What follows belongs to an exercise in optimizing a design on an open flow for small area and a short achievable clock period; a production flow would make more cautious choices. The RTL was checked by simulation tests, not by an equivalence proof against the original design. Power figures rest on the tool's default switching activity, not on a simulated workload.

[flow/design.v]
module ld19_frame_core (
    input  wire         clk,
    input  wire         rst,         
    input  wire         in_valid,
    input  wire         in_eos,
    input  wire [7:0]   in_data,
    output wire         in_ready,
    input  wire         resume,      
    output reg          ev_valid,
    output reg  [2:0]   ev_kind,
    output wire [604:0] ev_payload
);
    localparam [18:0] MOD = 19'd396000;
    function [7:0] crc8_table(input [7:0] idx);
        integer i;
        reg [7:0] c;
        begin
            c = idx;
            for (i = 0; i < 8; i = i + 1)
                c = c[7] ? ((c << 1) ^ 8'h4D) : (c << 1);
            crc8_table = c;
        end
    endfunction
    reg  [7:0]  r [0:47];     
    reg  [18:0] g [0:11];     
    reg  [7:0]  aux8;         
    reg  [5:0]  ph;           
    reg  [5:0]  bcnt;         
    reg         rd;           
    reg         fd;           
    reg         ended;
    reg         pd, pi, pe;   
    reg         cln;          
    reg         rdy;
    reg         run;          
    reg         angok;        
    reg         fresh;        
    reg  [7:0]  crc;
    reg  signed [17:0] x;     
    assign in_ready = rdy;
    wire take = in_valid & rdy & ~rst;
    wire hdr  = (in_data == 8'h54);
    wire [5:0] ph_inc = (ph == 6'd47) ? 6'd0 : ph + 6'd1;
    wire ins = take & ~in_eos & (rd ? (bcnt <= 6'd46) : hdr);
    wire sphase = (ph >= 6'd34) && (ph <= 6'd44);
    wire dphase = (ph >= 6'd45) || (ph <= 6'd7);
    wire comp   = run & rd & (sphase | dphase);
    wire start  = rd & ~angok & (ph == 6'd33);
    wire signed [20:0] acc_s = $signed({2'b00, g[0]}) + x;
    wire signed [20:0] acc_w = acc_s + (x[17] ? $signed({2'b00, MOD}) : -$signed({2'b00, MOD}));
    wire [18:0] acc_r = x[17] ? (acc_s[20] ? acc_w[18:0] : acc_s[18:0])
                              : (acc_w[20] ? acc_s[18:0] : acc_w[18:0]);
    wire [15:0] e_val = {r[0], r[1]};
    wire signed [17:0] diff = $signed({2'b00, e_val}) - x;
    wire signed [17:0] dval = diff + (diff[17] ? 18'sd36000 : 18'sd0);
    wire valid_cmp = (crc == r[0]);
    integer i;
    always @(posedge clk) begin
        for (i = 1; i < 48; i = i + 1)
            r[i] <= r[i-1];
        if (rst)
            r[0] <= 8'd0;
        else if (ins)
            r[0] <= in_data;
        else if (rd && ph == 6'd47)
            r[0] <= {7'd0, valid_cmp};
        else if (rd)
            r[0] <= r[47];
        else
            r[0] <= 8'd0;
        for (i = 1; i < 12; i = i + 1)
            g[i] <= g[i-1];
        if (rst)
            g[0] <= 19'd0;
        else if (comp)
            g[0] <= acc_r;
        else if (rd && !start)
            g[0] <= g[11];
        else
            g[0] <= 19'd0;
        if (start)
            x <= {2'b00, r[27], r[28]};
        else if (run && ph == 6'd44)
            x <= dval;
        if (take && !rd && hdr)
            crc <= 8'd0;
        else if (fresh)
            crc <= crc8_table(crc ^ r[0]);
    end
    always @(posedge clk) begin
        if (rst) begin
            aux8  <= 8'd0;
            ph    <= 6'd0;
            bcnt  <= 6'd0;
            rd    <= 1'b0;
            fd    <= 1'b0;
            ended <= 1'b0;
            pd    <= 1'b0;
            pi    <= 1'b0;
            pe    <= 1'b0;
            cln   <= 1'b0;
            rdy   <= 1'b0;
            run   <= 1'b0;
            angok <= 1'b0;
            fresh <= 1'b0;
            ev_valid <= 1'b0;
            ev_kind  <= 3'd0;
        end else begin
            ph       <= ph_inc;
            ev_valid <= 1'b0;
            fresh    <= ins & (rd ? (bcnt <= 6'd45) : 1'b1);
            if (ev_valid)
                aux8 <= 8'd0;
            if (!rd) begin
                if (!cln && ph == 6'd47)
                    cln <= 1'b1;
                if (take) begin
                    if (in_eos) begin
                        ended <= 1'b1;
                        rdy   <= 1'b0;
                        if (cln) begin
                            ev_valid <= 1'b1;
                            ev_kind  <= 3'd5;
                        end else
                            pe <= 1'b1;
                    end else if (hdr) begin
                        rd    <= 1'b1;
                        ph    <= 6'd1;
                        bcnt  <= 6'd1;
                        cln   <= 1'b0;
                        angok <= 1'b0;
                        run   <= 1'b0;
                        rdy   <= 1'b1;
                    end else begin
                        aux8 <= in_data;
                        if (cln) begin
                            ev_valid <= 1'b1;
                            ev_kind  <= 3'd1;
                            rdy      <= 1'b1;
                        end else begin
                            pd  <= 1'b1;
                            rdy <= 1'b0;
                        end
                    end
                end else begin
                    if (cln && pi) begin
                        ev_valid <= 1'b1;
                        ev_kind  <= 3'd4;
                        pi <= 1'b0;
                        pe <= 1'b1;
                    end else if (cln && pe) begin
                        ev_valid <= 1'b1;
                        ev_kind  <= 3'd5;
                        pe <= 1'b0;
                    end else if (cln && pd) begin
                        ev_valid <= 1'b1;
                        ev_kind  <= 3'd1;
                        pd <= 1'b0;
                    end
                    if (resume)
                        ended <= 1'b0;
                    rdy <= (~ended | resume) & ~pi & ~pe & (~pd | cln);
                end
            end else begin
                if (start)
                    run <= 1'b1;
                if (run && ph == 6'd44)
                    angok <= (bcnt >= 6'd44);
                if (ph == 6'd7)
                    run <= 1'b0;
                if (take && in_eos) begin
                    aux8  <= {2'b00, bcnt};
                    ended <= 1'b1;
                    pi    <= 1'b1;
                    rd    <= 1'b0;
                    fd    <= 1'b0;
                    ph    <= 6'd0;
                    cln   <= 1'b0;
                    rdy   <= 1'b0;
                end else if (ph == 6'd7 && (fd || (take && bcnt == 6'd48))) begin
                    ev_valid <= 1'b1;
                    ev_kind  <= 3'd2;
                    rd    <= 1'b0;
                    fd    <= 1'b0;
                    ph    <= 6'd0;
                    cln   <= 1'b0;
                    rdy   <= 1'b1;
                end else if (take) begin
                    if (bcnt == 6'd6)
                        aux8 <= in_data;
                    if (bcnt == 6'd48) begin
                        fd  <= 1'b1;
                        rdy <= 1'b0;
                    end else begin
                        bcnt <= bcnt + 6'd1;
                        rdy  <= 1'b1;
                    end
                end else begin
                    rdy <= ~fd & ((bcnt >= 6'd47) | (ph_inc == bcnt));
                end
            end
        end
    end
    function integer st(input integer j);
        st = (7 - j + 48) % 48;
    endfunction
    genvar k;
    generate
        for (k = 0; k < 12; k = k + 1) begin : pts
            if (k == 0)
                assign ev_payload[7:0] = aux8;
            else
                assign ev_payload[43*k +: 8] = r[st(6 + 3*k)];
            assign ev_payload[43*k + 8  +: 8]  = r[st(7 + 3*k)];
            assign ev_payload[43*k + 16 +: 8]  = r[st(8 + 3*k)];
            assign ev_payload[43*k + 24 +: 19] = g[11 - k];
        end
    endgenerate
    assign ev_payload[523:516] = {1'b0, r[st(0)][6], 1'b0, r[st(0)][4], 1'b0, r[st(0)][2], 2'b00};
    assign ev_payload[531:524] = r[st(1)];
    assign ev_payload[547:532] = {r[st(3)],  r[st(2)]};
    assign ev_payload[563:548] = {r[st(5)],  r[st(4)]};
    assign ev_payload[579:564] = {r[st(43)], r[st(42)]};
    assign ev_payload[595:580] = {r[st(45)], r[st(44)]};
    assign ev_payload[603:596] = r[st(46)];
    assign ev_payload[604]     = r[st(47)][0];
endmodule
[flow/constraint.sdc]
create_clock -name core_clock -period 12.0 [get_ports {clk}]
set_input_delay 2.4000 -clock core_clock [delete_from_list [all_inputs] [get_ports {clk}]]
set_output_delay 2.4000 -clock core_clock [all_outputs]
set_load 0.01 [all_outputs]
[flow/config.mk]
export PLATFORM = sky130hd
export DESIGN_NAME = ld19_frame_core
export DESIGN_NICKNAME = ld19_frame_core
export VERILOG_FILES = /design/flow/design.v
export SDC_FILE = /design/flow/constraint.sdc
export NUM_CORES = 4
export LEC_CHECK = 0
export CAP_MARGIN = 20
export CORE_MARGIN = 2
export CORE_UTILIZATION = 40
export SLEW_MARGIN = 20
[flow/run.sh]
#!/bin/bash
# synth_recipe.tcl (not shown) runs the flow's synth.tcl, then flattens the netlist and writes it again
# the make line also repeats each setting of config.mk as NAME=value (left out here)
make -C /OpenROAD-flow-scripts/flow DESIGN_CONFIG=/design/flow/config.mk WORK_HOME=/design/flow/orfs CLKGATE_MAP_FILE= SYNTH_SCRIPT=/design/flow/synth_recipe.tcl finish
==> summary.md, run 1 <==
| Metric | Value |
|---|---|
| Top fanout value on the critical path | 15 |
| Number of post-CTS setup repair buffers | 0 |
| Final clock skew | 0.0151 ns |
| Flops & latches, synth | just under 700 |
| Element type at the critical path start | register |
| Clock root buffer master | clkbuf_16 |
| Starting utilization of the core area | 0.403 |
| Nature of the critical path endpoint | register |
| Initial antenna violation count | 0 |
| Critical path's largest stage delay | 0.57 ns |
| Prevailing post-synth register cell | dfxtp_1 |
| Layout cell share with drive strength beyond 1 | 0.0635 |
| Maximum number of pins on one net before global-route repair | 47 |
| Number of max-slew violations in the final report | 0 |
| # IOs | slightly above 600 |
| Worst Max-Slew Pin Slew | 0.929 ns |
| Seq/Total Area, Yosys | 0.712 |
| Max-cap violations | 0 |
| Sum of routed wire length over all layers | ~57000 um |
| Core Area | ~47000 sq um |
| Cell Area, Synth | between 15000 and 20000 sq um |
| Non-filler cells in the finished layout | around 2800 |
| Synth Warn # | 3 |
| Horizontal die dimension | 223 um |
| Min Clock Period, post-route | 4.91 ns |
| Count of H-tree levels built during CTS | 3 |
| Final hold violation count | 0 |
| Setup TNS after final layout | 0 ns |
| Path type of the worst min-delay path | register to register |
| CP Class | register to register |
| CP arrival | 5.38 ns |
| Via density per instance | between 4 and 5 |
| Headroom to the max-slew limit | 0.378 |
| Number of different library cells in the post-synthesis netlist | 77 |
| Quantity of hold-fixing buffers added after cts | 0 |
| Site row count | 80 |
| Crit-path leading delay family | compound AO/OA/AOI/OAI gates |
| Gp weighted congestion | about 0.83 |
| Area growth syn-to-layout | 46.9% |
| Run status | finished clean |
| CTS resizes | 0 |
| Clock latency at the later pin of the worst-skew pair | 0.60 ns |
| Input/output buffers | 617 |
| Global-route wire length before repair | 84300 um |
| DP Cell Count | between 2000 and 3000 |
| Sum of buffers and inverters on the critical path | 0 |
| Reg area | 13600 sq um |
| Power Dens Cells | 157 nW/um^2 |
| Final-report setup violation count | 0 |
| Worst Path Required | about 12 ns |
| CTS clock-pin slew for the worst setup and hold paths | 0.06 ns |
| Number of nets in the layout | 2222 |
| Number of synthesized flops with an enable pin | 16 |
| Number of diodes | 0 |
| 1st-iter DRT viols | around 560 |
| Area occupied by multi-input gates | 5080 sq um |
| Iteration count of the initial detailed-routing pass | 4 |
| Mean routed wirelength per cell | 20.4 um |
| Unrepaired setup endpoints after global routing | no |
| Final worst hold slack | 0.326 ns |
| CP cell instances | ha_1 -> a211oi_2 -> o211ai_1 -> and2_4 -> a221o_1 -> a21o_1 -> a21oi_1 -> xnor2_1 -> ha_1 -> a21oi_1 -> o21ai_0 -> o21a_1 -> o21ai_0 -> nand2_1 -> a31oi_4 -> o21ai_4 -> xnor2_4 -> mux2i_1 -> o21ai_1 |
| Global-route total usage across every layer | 0.226 |
| Die footprint | ~50000 sq um |
| Number of global-route vias before repair | roughly 13000 |
| Bufs on Longest Clock Path | 3 |
| Cell count after synthesis | 1501 |
| Final critical-path share of the clock period | 0.409 |
| Height of the die | 223 um |
| Number of fill cells | 3921 |
| Proportion of synthesized flip-flops having asynchronous set or reset | 0 |
| Highest clock frequency the design can meet | 0.204 GHz |
| Sinks on Clock Net | 673 |
| Final total power | ~4.4 mW |
| Post-detail-place hpwl | 43800 um |
| Leading cell type in the layout, fill and taps excluded | dfxtp_1 |
| Commonest cells after routing, fill and taps aside | dfxtp_1, clkdlybuf4s50_1, nor2_1 |
| DR vias | 13200 |
| Slowest-stage cell, CP | xnor2_4 |
| Static Leakage | ~11 nW |
| Grt total ovfl | 0 |
| Clock buffers created by TritonCTS | 68 |
| Worst IR drop on VDD | ~0.00014 V |
| Post-route antenna net violation count | 0 |
| Avg Cell Area, Syn | 12.8 sq um |
| DRC | 0 |
| Clock tree from TritonCTS | yes |
-- flip-flops by register name, indices dropped and copies added, names as in the netlist, 3 cells and up --
signal,count
bcnt,6
crc,8
aux8,8
ev_kind,3
g,228
r,384
ph,6
x,18
-- final cells by class --
class	instances	area share
clock buffer	90	0.0688
clock inverter	28	0.0116
inverter	45	0.00601
multi-input combinational	732	0.181
sequential	673	0.485
tap	615	0.0274
timing repair buffer	621	0.221
-- path summary, 6_finish.rpt --
check	startpoint	end	slack [ns]	depth (start not counted)
max	x[1]	g[0][7]	7.09	19
min	r[8][6]	r[9][6]	0.33	0
max reg2reg	x[1]	g[0][7]	7.09	19
min reg2reg	r[8][6]	r[9][6]	0.33	0
-- synthesized netlist by cell type, drive strengths merged (4+ instances only) --
| library cell | n | area, sq um |
|---|---|---|
| dfxtp | 657 | 13200 |
| nor2 | 99 | 372 |
| a21oi | 85 | 425 |
| ha | 65 | 813 |
| nand2 | 63 | 236 |
| xnor2 | 54 | 492 |
| o21ai | 49 | 260 |
| inv | 45 | 169 |
| clkbuf | 37 | 140 |
| xor2 | 30 | 263 |
| a211oi | 24 | 185 |
| mux2i | 24 | 240 |
| nor2b | 24 | 150 |
| nand3 | 22 | 110 |
| buf | 18 | 139 |
| a21o | 16 | 120 |
| edfxtp | 16 | 480 |
| nor3 | 15 | 75.1 |
| o211ai | 13 | 97.6 |
| a22oi | 11 | 82.6 |
| nand4 | 11 | 68.8 |
| a31oi | 10 | 92.6 |
| and3 | 10 | 67.6 |
| o21a | 10 | 75.1 |
| and2 | 7 | 46.3 |
| nand2b | 7 | 43.8 |
| or2 | 5 | 31.3 |
| a41oi | 4 | 35.0 |
| mux2 | 4 | 45.0 |
| nor4b | 4 | 35.0 |
| o2111ai | 4 | 35.0 |
| o21bai | 4 | 30.0 |
-- cells by family after synthesis --
kind of cell | count (synthesis) | share of synthesized area
AO/OA/AOI/OAI | 261 | 0.0914
adder cells (fa/ha/maj) | 68 | 0.0456
AND/OR/NAND/NOR | 286 | 0.0728
multiplexers | 28 | 0.0149
flip-flops | 673 | 0.712
XOR/XNOR | 84 | 0.0394
other | 1 | 0.000196
buffers and inverters | 100 | 0.0234
-- power by group --
group | switching (mW) | internal, mW
combinational | 0.0208 | 0.0166
clock | 0.869 | 1.25
sequential | 0.00331 | 2.24
-- metrics by stage --
step / util / setup slack [ns] / cell area (sq um)
4_1_cts: 0.593 / 7.09 / 28100
6_report: 0.593 / 7.09 / 28100
5_1_grt: 0.593 / 6.74 / 28100
3_3_place_gp: 0.545 / 6.98 / 25900
3_5_place_dp: 0.545 / 6.88 / 25900
2_1_floorplan: - / 7.67 / 19200
-- layer usage --
layer	wire length [um]	up-vias	track usage
li1	-	6405	-
met1	23000	6272	0.264
met2	28700	411	0.393
met3	4350	71	0.0815
met4	1100	0	0.0563
met5	0	-	0
==> run 2: changes to the inputs <==
--- a/flow/design.v
+++ b/flow/design.v
@@ -38,3 +38,3 @@
     reg  [7:0]  crc;
-    reg  signed [17:0] x;     
+    reg  [17:0] x;            
     assign in_ready = rdy;
@@ -43,14 +43,15 @@
     wire [5:0] ph_inc = (ph == 6'd47) ? 6'd0 : ph + 6'd1;
-    wire ins = take & ~in_eos & (rd ? (bcnt <= 6'd46) : hdr);
-    wire sphase = (ph >= 6'd34) && (ph <= 6'd44);
-    wire dphase = (ph >= 6'd45) || (ph <= 6'd7);
-    wire comp   = run & rd & (sphase | dphase);
+    wire ins = take & ~in_eos & rd & (bcnt <= 6'd46);
     wire start  = rd & ~angok & (ph == 6'd33);
-    wire signed [20:0] acc_s = $signed({2'b00, g[0]}) + x;
-    wire signed [20:0] acc_w = acc_s + (x[17] ? $signed({2'b00, MOD}) : -$signed({2'b00, MOD}));
-    wire [18:0] acc_r = x[17] ? (acc_s[20] ? acc_w[18:0] : acc_s[18:0])
-                              : (acc_w[20] ? acc_s[18:0] : acc_w[18:0]);
+    wire gphase = (ph >= 6'd45) || (ph <= 6'd8);
+    wire gload  = run & rd & gphase;
+    reg  [20:0] lin;
+    wire [20:0] lin_m1 = lin - {2'b00, MOD};
+    wire [20:0] lin_m2 = lin - {1'b0, MOD, 1'b0};
+    wire [18:0] ang_r  = !lin_m2[20] ? lin_m2[18:0] :
+                         !lin_m1[20] ? lin_m1[18:0] : lin[18:0];
     wire [15:0] e_val = {r[0], r[1]};
-    wire signed [17:0] diff = $signed({2'b00, e_val}) - x;
-    wire signed [17:0] dval = diff + (diff[17] ? 18'sd36000 : 18'sd0);
+    wire [17:0] d0 = {2'b00, e_val} - x;
+    wire [17:0] d1 = {2'b00, e_val} - x + 18'd36000;
+    wire [17:0] dval = d0[17] ? d1 : d0;
     wire valid_cmp = (crc == r[0]);
@@ -74,5 +75,5 @@
             g[0] <= 19'd0;
-        else if (comp)
-            g[0] <= acc_r;
-        else if (rd && !start)
+        else if (gload)
+            g[0] <= ang_r;
+        else if (rd)
             g[0] <= g[11];
@@ -84,4 +85,5 @@
             x <= dval;
+        lin <= start ? 21'd0 : lin + {{3{x[17]}}, x};
         if (take && !rd && hdr)
-            crc <= 8'd0;
+            crc <= 8'hEE;
         else if (fresh)
@@ -110,3 +112,3 @@
             ev_valid <= 1'b0;
-            fresh    <= ins & (rd ? (bcnt <= 6'd45) : 1'b1);
+            fresh    <= ins & (bcnt <= 6'd45);
             if (ev_valid)
@@ -168,3 +170,3 @@
                     angok <= (bcnt >= 6'd44);
-                if (ph == 6'd7)
+                if (ph == 6'd8)
                     run <= 1'b0;
@@ -179,3 +181,3 @@
                     rdy   <= 1'b0;
-                end else if (ph == 6'd7 && (fd || (take && bcnt == 6'd48))) begin
+                end else if (ph == 6'd8 && (fd || (take && bcnt == 6'd48))) begin
                     ev_valid <= 1'b1;
@@ -204,3 +206,3 @@
     function integer st(input integer j);
-        st = (7 - j + 48) % 48;
+        st = (8 - j + 48) % 48;
     endfunction
@@ -218,3 +220,3 @@
     endgenerate
-    assign ev_payload[523:516] = {1'b0, r[st(0)][6], 1'b0, r[st(0)][4], 1'b0, r[st(0)][2], 2'b00};
+    assign ev_payload[523:516] = {1'b0, ev_kind[1], 1'b0, ev_kind[1], 1'b0, ev_kind[1], 2'b00};
     assign ev_payload[531:524] = r[st(1)];
==> run 2 against run 1 <==
  * Still clean
  * Sequential share of layout area rose by 0.59 points
  * Utilization rose by 0.72 points
  * Critical path type is now primary input to register
  * Clock-buffer cell count increased by 16
  * Routed wire length decreased by 5.0%
  * Synthesized area grew 0.98%
  * First-iteration DRC count increased by 39%
==> summary.md, run 2 <==
| Metric | Value |
|---|---|
| Height of the die | 224 um (was 223 um) |
| Die footprint | 50100 sq um (was 49600 sq um) |
| CP arrival | 5.11 ns (was 5.38 ns) |
| Leading cell type in the layout, fill and taps excluded | dfxtp_1 (unchanged) |
| 1st-iter DRT viols | 773 (was 558) |
| Cell type contributing the most total cell area after synthesis | dfxtp_1 (unchanged) |
| Registers with the most flip-flops | r x384, g x228, lin x21 (was r x384, g x228, x x18) |
| Seq/Total Area, Yosys | 0.727 (was 0.712) |
| Maximum number of pins on one net before global-route repair | 68 (was 47) |
| Number of synthesized flops with an enable pin | 16 (unchanged) |
| First element of the critical path | in_valid (was x[1]) |
| Nature of the critical path endpoint | register (unchanged) |
| Cell with the most instances after synthesis | dfxtp_1 (unchanged) |
| Worst IR drop on VDD | 0.000126 V (was 0.000137 V) |
| Clock latency at the later pin of the worst-skew pair | 0.61 ns (was 0.60 ns) |
| Worst Path Required | 12.51 ns (was 12.46 ns) |
| Input/output buffers | 617 (unchanged) |
| Flops & latches, synth | 694 (was 673) |
| Number of max-slew violations in the final report | 0 (unchanged) |
| Fraction of synthesized cell area taken by the top area cell type | 0.702 (was 0.687) |
| Run status | finished clean (unchanged) |
| Proportion of synthesized flip-flops having asynchronous set or reset | 0 (unchanged) |
| Clock tree from TritonCTS | yes (unchanged) |
| CTS clock-pin slew for the worst setup and hold paths | 0.06 ns (about the same) |
| Commonest cells in the netlist | dfxtp_1, nand2_1, nor2_1 (was dfxtp_1, nor2_1, a21oi_1) |
| Cell count after synthesis | 1544 (was 1501) |
| Bufs on Longest Clock Path | 3 (unchanged) |
| Gp weighted congestion | 0.841 (was 0.832) |
| CP Class | primary input to register (was register to register) |
| DR vias | 13400 (was 13200) |
| Element type at the critical path start | primary input (was register) |
| Number of nets in the layout | 2255 (was 2222) |
| Max-cap violations | 0 (unchanged) |
| Highest clock frequency the design can meet | 0.217 GHz (was 0.204 GHz) |
| Unrepaired setup endpoints after global routing | no (unchanged) |
| Sinks on Clock Net | 694 (was 673) |
| Min Clock Period, post-route | 4.60 ns (was 4.91 ns) |
| Top fanout value on the critical path | 14 (was 15) |
| Global-route wire length before repair | 81200 um (was 84300 um) |
| Prevailing post-synth register cell | dfxtp_1 (unchanged) |
| Path type of the worst min-delay path | register to register (unchanged) |
| Number of fill cells | 3928 (was 3921) |
| Register with the most flip-flops | r (unchanged) |
| Headroom to the max-slew limit | 0.398 (was 0.378) |
| Initial antenna violation count | 1 (was 0) |
| Iteration count of the initial detailed-routing pass | 5 (was 4) |
| Setup TNS after final layout | 0 ns (unchanged) |
| Static Leakage | 10.9 nW (was 11.0 nW) |
| Global-route total usage across every layer | 0.212 (was 0.226) |
| Post-route antenna net violation count | 0 (unchanged) |
| Worst setup slack after placement | 6.81 ns (was 6.88 ns) |
| Area growth syn-to-layout | 48.2% (was 46.9%) |
| Final-report setup violation count | 0 (unchanged) |
| Via density per instance | 4.67 (was 4.69) |
| Avg Cell Area, Syn | 12.5 sq um (was 12.8 sq um) |
| DRC | 0 (unchanged) |
| Final worst hold slack | 0.314 ns (was 0.326 ns) |
| Commonest cells after routing, fill and taps aside | dfxtp_1, clkdlybuf4s50_1, nand2_1 (was dfxtp_1, clkdlybuf4s50_1, nor2_1) |
| Number of diodes | 0 (unchanged) |
| Number of global-route vias before repair | 13800 (was 13400) |
| Core Area | 47700 sq um (was 47400 sq um) |
| Mean routed wirelength per cell | 18.9 um (was 20.4 um) |
| Layout cell share with drive strength beyond 1 | 0.0618 (was 0.0635) |
| Leading cell types by total area after synthesis | dfxtp_1, ha_1, xnor2_1 (was dfxtp_1, ha_1, edfxtp_1) |
| RR Startpoint | r[1][1] (was x[1]) |
| Startpoint of the tightest hold check path | r[9][6] (was r[8][6]) |
| Quantity of hold-fixing buffers added after cts | 0 (unchanged) |
| Final hold violation count | 0 (unchanged) |
| Final critical-path share of the clock period | 0.384 (was 0.409) |
| Power Dens Cells | 172 nW/um^2 (was 157 nW/um^2) |
| Cell Area, Synth | 19300 sq um (was 19100 sq um) |
| CTS resizes | 0 (unchanged) |
| Site row count | 80 (unchanged) |
| Flip-flop count of the largest register, all copies and words added | 384 (unchanged) |
| Post-detail-place hpwl | 40500 um (was 43800 um) |
| # IOs | 623 (unchanged) |
| Count of H-tree levels built during CTS | 3 (unchanged) |
| Clock buffers created by TritonCTS | 72 (was 68) |
| Sum of routed wire length over all layers | 54200 um (was 57100 um) |
| Worst Max-Slew Pin Slew | 0.896 ns (was 0.929 ns) |
| Number of different library cells in the post-synthesis netlist | 78 (was 77) |
| Clock root buffer master | clkbuf_16 (unchanged) |
| Number of post-CTS setup repair buffers | 0 (unchanged) |
| Final clock skew | 0.0157 ns (was 0.0151 ns) |
| Grt total ovfl | 0 (unchanged) |
| Post-layout worst setup margin | 7.40 ns (was 7.09 ns) |
| Synth Warn # | 3 (unchanged) |
| Horizontal die dimension | 224 um (was 223 um) |
| Starting utilization of the core area | 0.405 (was 0.403) |
## run 2: per-layer routing
metal,vias up,part of all wire,global-route usage
met5,-,0,0
met4,0,0.022,0.0632
met3,83,0.084,0.0801
met2,430,0.49,0.360
met1,6312,0.41,0.250
li1,6553,-,-
## run 2: worst paths after layout
kind / end / slack [ns] / cells after the start
worst max-delay path: aux8[3] / 7.40 / 9
worst min-delay path: r[10][6] / 0.31 / 0
worst max register to register: x[15] / 8.57 / 11
worst min register to register: r[10][6] / 0.31 / 0
## run 2: layout make-up
class,count,area (sq um),area share
Clock buffer,106,2150,0.0752
Clock inverter,24,382,0.0133
Inverter,39,146,0.00511
Multi-Input combinational cell,764,4930,0.172
Sequential cell,694,14100,0.491
Tap cell,615,769,0.0269
Timing Repair Buffer,621,6200,0.217
## run 2: through the flow
| stage | std cells | utilization | power [mW] | cell area (sq um) |
|---|---|---|---|---|
| final | 2863 | 0.600 | 4.93 | 28600 |
| after global routing | 2863 | 0.600 | 5.11 | 28600 |
| after CTS | 2863 | 0.600 | 4.98 | 28600 |
| after detailed placement | 2733 | 0.547 | 2.65 | 26100 |
| after global placement | 2733 | 0.547 | 2.65 | 26100 |
| after floorplan | 1548 | - | 2.61 | 19300 |
## run 2: cells by family (layout without fill, tap and decap cells)
kind of cell	after synthesis	in the layout	share of synthesized area
AND/OR/NAND/NOR	356	356	0.0892
XOR/XNOR	81	81	0.0367
flip-flops	694	694	0.727
multiplexers	8	8	0.00427
AO/OA/AOI/OAI	264	264	0.0897
adder cells (fa/ha/maj)	50	50	0.0331
other	1	5	0.000194
buffers and inverters	90	790	0.0197
## run 2: worst max-delay path: stages
cell,delay (ns)
clkdlybuf4s50_1,0.56
nand2_1,0.12
nor2_1,0.54
nand3_1,0.21
nor2_1,0.67
nand2_1,0.12
o211ai_1,0.11
o21ai_0,0.12
a211oi_1,0.25
## run 2: report_power, final
group / switching [mW] / total (mW) / internal (mW)
Sequential: 0.0321 / 2.36 / 2.33
Clock: 0.902 / 2.33 / 1.43
Combinational: 0.137 / 0.241 / 0.103
==> run 3: changes to the inputs <==
==> flow/flow/run.sh (new file) <==
#!/bin/bash
# Standard layout, but with the smallest buffer cell on the ports.
set -euo pipefail
export BUFFER_PORTS_ARGS="-buffer_cell sky130_fd_sc_hd__buf_1"
bash standard.sh > standard.log 2>&1
==> flow/standard.sh (new file) <==
#!/bin/bash
# synth_recipe.tcl (not shown) runs the flow's synth.tcl, then flattens the netlist and writes it again
# the make line also repeats each setting of config.mk as NAME=value (left out here)
make -C /OpenROAD-flow-scripts/flow DESIGN_CONFIG=/design/flow/config.mk WORK_HOME=/design/flow/orfs CLKGATE_MAP_FILE= SYNTH_SCRIPT=/design/flow/synth_recipe.tcl "${@:-finish}"
removed: flow/run.sh
==> run 3 against run 2 <==
  * Still clean on timing, DRC and antenna
  * Power is 0.78% lower
  * Register-to-register slack improved by 0.06 ns
  * Die area unchanged
  * Routed wire length down 7.3%
  * Non-clock buffer count did not move
  * First-iteration DRC count rose by 6.2%
  * Largest cell class unchanged
==> summary.md, run 3 <==
| Metric | Value |
|---|---|
| Run status | finished clean (unchanged) |
| Max-cap violations | 0 (unchanged) |
| Unrepaired setup endpoints after global routing | no (unchanged) |
| Count of H-tree levels built during CTS | 3 (unchanged) |
| Sum of routed wire length over all layers | 50300 um (was 54200 um) |
| Static Leakage | 9.53 nW (was 10.9 nW) |
| Number of synthesized flops with an enable pin | 16 (unchanged) |
| Worst Path Required | 12.49 ns (was 12.51 ns) |
| Cell depth of the worst min-delay path | 0 (unchanged) |
| Commonest cells after routing, fill and taps aside | dfxtp_1, buf_1, nand2_1 (was dfxtp_1, clkdlybuf4s50_1, nand2_1) |
| Element type at the critical path start | primary input (unchanged) |
| RR Startpoint | x[1] (was r[1][1]) |
| Bufs on Longest Clock Path | 3 (unchanged) |
| Final core occ | 0.518 (was 0.600) |
| Number of different library cells in the post-synthesis netlist | 78 (unchanged) |
| Number of global-route vias before repair | 13400 (was 13800) |
| Synth Warn # | 3 (unchanged) |
| Flops & latches, synth | 694 (unchanged) |
| DR vias | 13400 (about the same) |
| Clock root buffer master | clkbuf_16 (unchanged) |
| CP arrival | 4.98 ns (was 5.11 ns) |
| Wire length on met2 | 24200 um (was 26400 um) |
| Metal-1 WL | 21500 um (was 22100 um) |
| Leading cell types by total area after synthesis | dfxtp_1, ha_1, xnor2_1 (unchanged) |
| Cell with the most instances after synthesis | dfxtp_1 (unchanged) |
| Iteration count of the initial detailed-routing pass | 5 (unchanged) |
| Clock latency at the later pin of the worst-skew pair | 0.61 ns (about the same) |
| Final total power | 4.89 mW (was 4.93 mW) |
| Register with the most flip-flops | r (unchanged) |
| Min Clock Period, post-route | 4.50 ns (was 4.60 ns) |
| Total length of routed met3 wires | 3240 um (was 4570 um) |
| Number of diodes | 0 (unchanged) |
| Global-route wire length before repair | 75100 um (was 81200 um) |
| Mean routed wirelength per cell | 17.6 um (was 18.9 um) |
| CTS resizes | 0 (unchanged) |
| Nature of the critical path endpoint | register (unchanged) |
| Prevailing post-synth register cell | dfxtp_1 (unchanged) |
| CP Class | primary input to register (unchanged) |
| Initial antenna violation count | 0 (was 1) |
| Cell type contributing the most total cell area after synthesis | dfxtp_1 (unchanged) |
| Worst Max-Slew Pin Slew | 0.963 ns (was 0.896 ns) |
| R2r worst-path depth | 10 (was 11) |
| First element of the critical path | rst (was in_valid) |
| Die footprint | 50100 sq um (unchanged) |
| Avg Cell Area, Syn | 12.5 sq um (unchanged) |
| Area growth syn-to-layout | 28.0% (was 48.2%) |
| Core Area | 47700 sq um (unchanged) |
| Cell Area, Synth | 19300 sq um (unchanged) |
| Slack of the worst reg-to-reg path | 8.63 ns (was 8.57 ns) |
| Post-detail-place hpwl | 37500 um (was 40500 um) |
| CTS clock-pin slew for the worst setup and hold paths | 0.06 ns (about the same) |
| Clock tree from TritonCTS | yes (unchanged) |
| Flip-flop count of the largest register, all copies and words added | 384 (unchanged) |
| Layout cell share with drive strength beyond 1 | 0.0641 (was 0.0618) |
| Headroom to the max-slew limit | 0.353 (was 0.398) |
| Path type of the worst min-delay path | register to register (unchanged) |
| Top fanout value on the critical path | 55 (was 14) |
| Highest clock frequency the design can meet | 0.222 GHz (was 0.217 GHz) |
| Number of nets in the layout | 2252 (was 2255) |
| Final-report setup violation count | 0 (unchanged) |
| Grt total ovfl | 0 (unchanged) |
| Worst reg2reg endpoint | lin[17] (was x[15]) |
| Global-route total usage across every layer | 0.194 (was 0.212) |
| Cell count after synthesis | 1544 (unchanged) |
| Leading cell type in the layout, fill and taps excluded | dfxtp_1 (unchanged) |
| Site row count | 80 (unchanged) |
| Horizontal die dimension | 224 um (unchanged) |
| Final clock skew | 0.0216 ns (was 0.0157 ns) |
| Input/output buffers | 617 (unchanged) |
| Seq/Total Area, Yosys | 0.727 (unchanged) |
| Power Dens Cells | 198 nW/um^2 (was 172 nW/um^2) |
| 1st-iter DRT viols | 821 (was 773) |
| Number of max-slew violations in the final report | 0 (unchanged) |
| Number of post-CTS setup repair buffers | 0 (unchanged) |
| Setup TNS after final layout | 0 ns (unchanged) |
| Final critical-path share of the clock period | 0.375 (was 0.384) |
| Maximum number of pins on one net before global-route repair | 56 (was 68) |
| # IOs | 623 (unchanged) |
| Height of the die | 224 um (unchanged) |
| Via density per instance | 4.70 (was 4.67) |
| Post-route antenna net violation count | 0 (unchanged) |
| DRC | 0 (unchanged) |
| Final hold violation count | 0 (unchanged) |
| Gp weighted congestion | 0.854 (was 0.841) |
| Fraction of synthesized cell area taken by the top area cell type | 0.702 (unchanged) |
| Proportion of synthesized flip-flops having asynchronous set or reset | 0 (unchanged) |
| Sinks on Clock Net | 694 (unchanged) |
| Registers with the most flip-flops | r x384, g x228, lin x21 (unchanged) |
| Starting utilization of the core area | 0.405 (unchanged) |
| Worst IR drop on VDD | 0.000152 V (was 0.000126 V) |
| Worst setup endpoint | bcnt[5] (was aux8[3]) |
| Clock buffers created by TritonCTS | 69 (was 72) |
| Commonest cells in the netlist | dfxtp_1, nand2_1, nor2_1 (unchanged) |
| Final worst hold slack | 0.324 ns (was 0.314 ns) |
| Top Metal Used | met4 (unchanged) |
| Quantity of hold-fixing buffers added after cts | 0 (unchanged) |
## run 3: power by group
part,switching (mW),internal (mW)
sequential,0.0315,2.33
combinational,0.138,0.0997
clock,0.931,1.36
## run 3: kinds of logic after synthesis
kind of cell,share of synthesized area
flip-flops,0.727
AND/OR/NAND/NOR,0.0892
AO/OA/AOI/OAI,0.0897
buffers and inverters,0.0197
XOR/XNOR,0.0367
adder cells (fa/ha/maj),0.0331
multiplexers,0.00427
other,0.000194
## run 3: worst max-delay path, cell delays in order
cell      delay (ns)
clkbuf_2        0.08
buf_4           0.30
nand3b_1        0.40
nor2_1          0.55
o211ai_1        0.25
o21ai_0         0.39
and3_1          0.24
nand3_1         0.12
xnor2_1         0.19
nor2_1          0.05
## run 3: worst min path at each step
stage / from / endpoint
CTS: r[8][0] / r[9][0]
detailed placement: r[8][1] / r[9][1]
finish: r[8][3] / r[9][3]
global route: r[8][3] / r[9][3]
global placement: r[8][7] / r[9][7]
floorplan: r[9][1] / r[10][1]
## run 3: cell type report
class,count,area [sq um]
clock buffer,89,1930
clock inverter,38,559
fill,4237,23000
inverter,39,146
multi-input combinational,764,4930
sequential,694,14100
tap,615,769
timing repair buffer,621,2350
## run 3: stage by stage
stage | std cells | cell area, sq um | setup slack (ns)
6_report | 2860 | 24700 | 7.50
5_1_grt | 2860 | 24700 | 7.30
4_1_cts | 2860 | 24700 | 7.58
3_5_place_dp | 2733 | 22200 | 6.95
3_3_place_gp | 2733 | 22200 | 7.00
2_1_floorplan | 1548 | 19300 | 7.64
## run 3: layer usage
metal | global-route usage | up-vias
met5 | 0 | -
met2 | 0.326 | 473
met1 | 0.239 | 6324
met4 | 0.0660 | 0
met3 | 0.0550 | 79
li1 | - | 6563

[afterwards: timing with drivers on the ports]
Ports are ideal in the flow. The routed layouts listed here were re-timed in OpenROAD.
Step 1 sets driving cells, clkbuf_16 on the clock port and buf_2 on the other inputs (assumed; they add their load-dependent delay and slew).
Step 2 times the ports against the registers' clock, not the clock port: input delays grow and output delays shrink by t, the midpoint of the rising clock arrivals with the driver on.
Three values: ideal, step 1, step 2; two values: the first two.
run | t (ns) | setup slack, ns | slew at the worst register clock pin (ns) | worst slew at a driven data input, ns
run 1 | 0.649 | 7.086 / 7.086 / 6.886 | 0.07 / 0.07 | 0.05
run 2 | 0.657 | 7.397 / 7.422 / 6.766 | 0.06 / 0.06 | 0.04
run 3 | 0.656 | 7.500 / 7.530 / 6.874 | 0.07 / 0.07 | 0.04
After both steps every run listed still meets setup and hold. The setup slack of run 2, which loses most, moves by +0.025 ns with the drivers and by -0.631 ns with both steps.
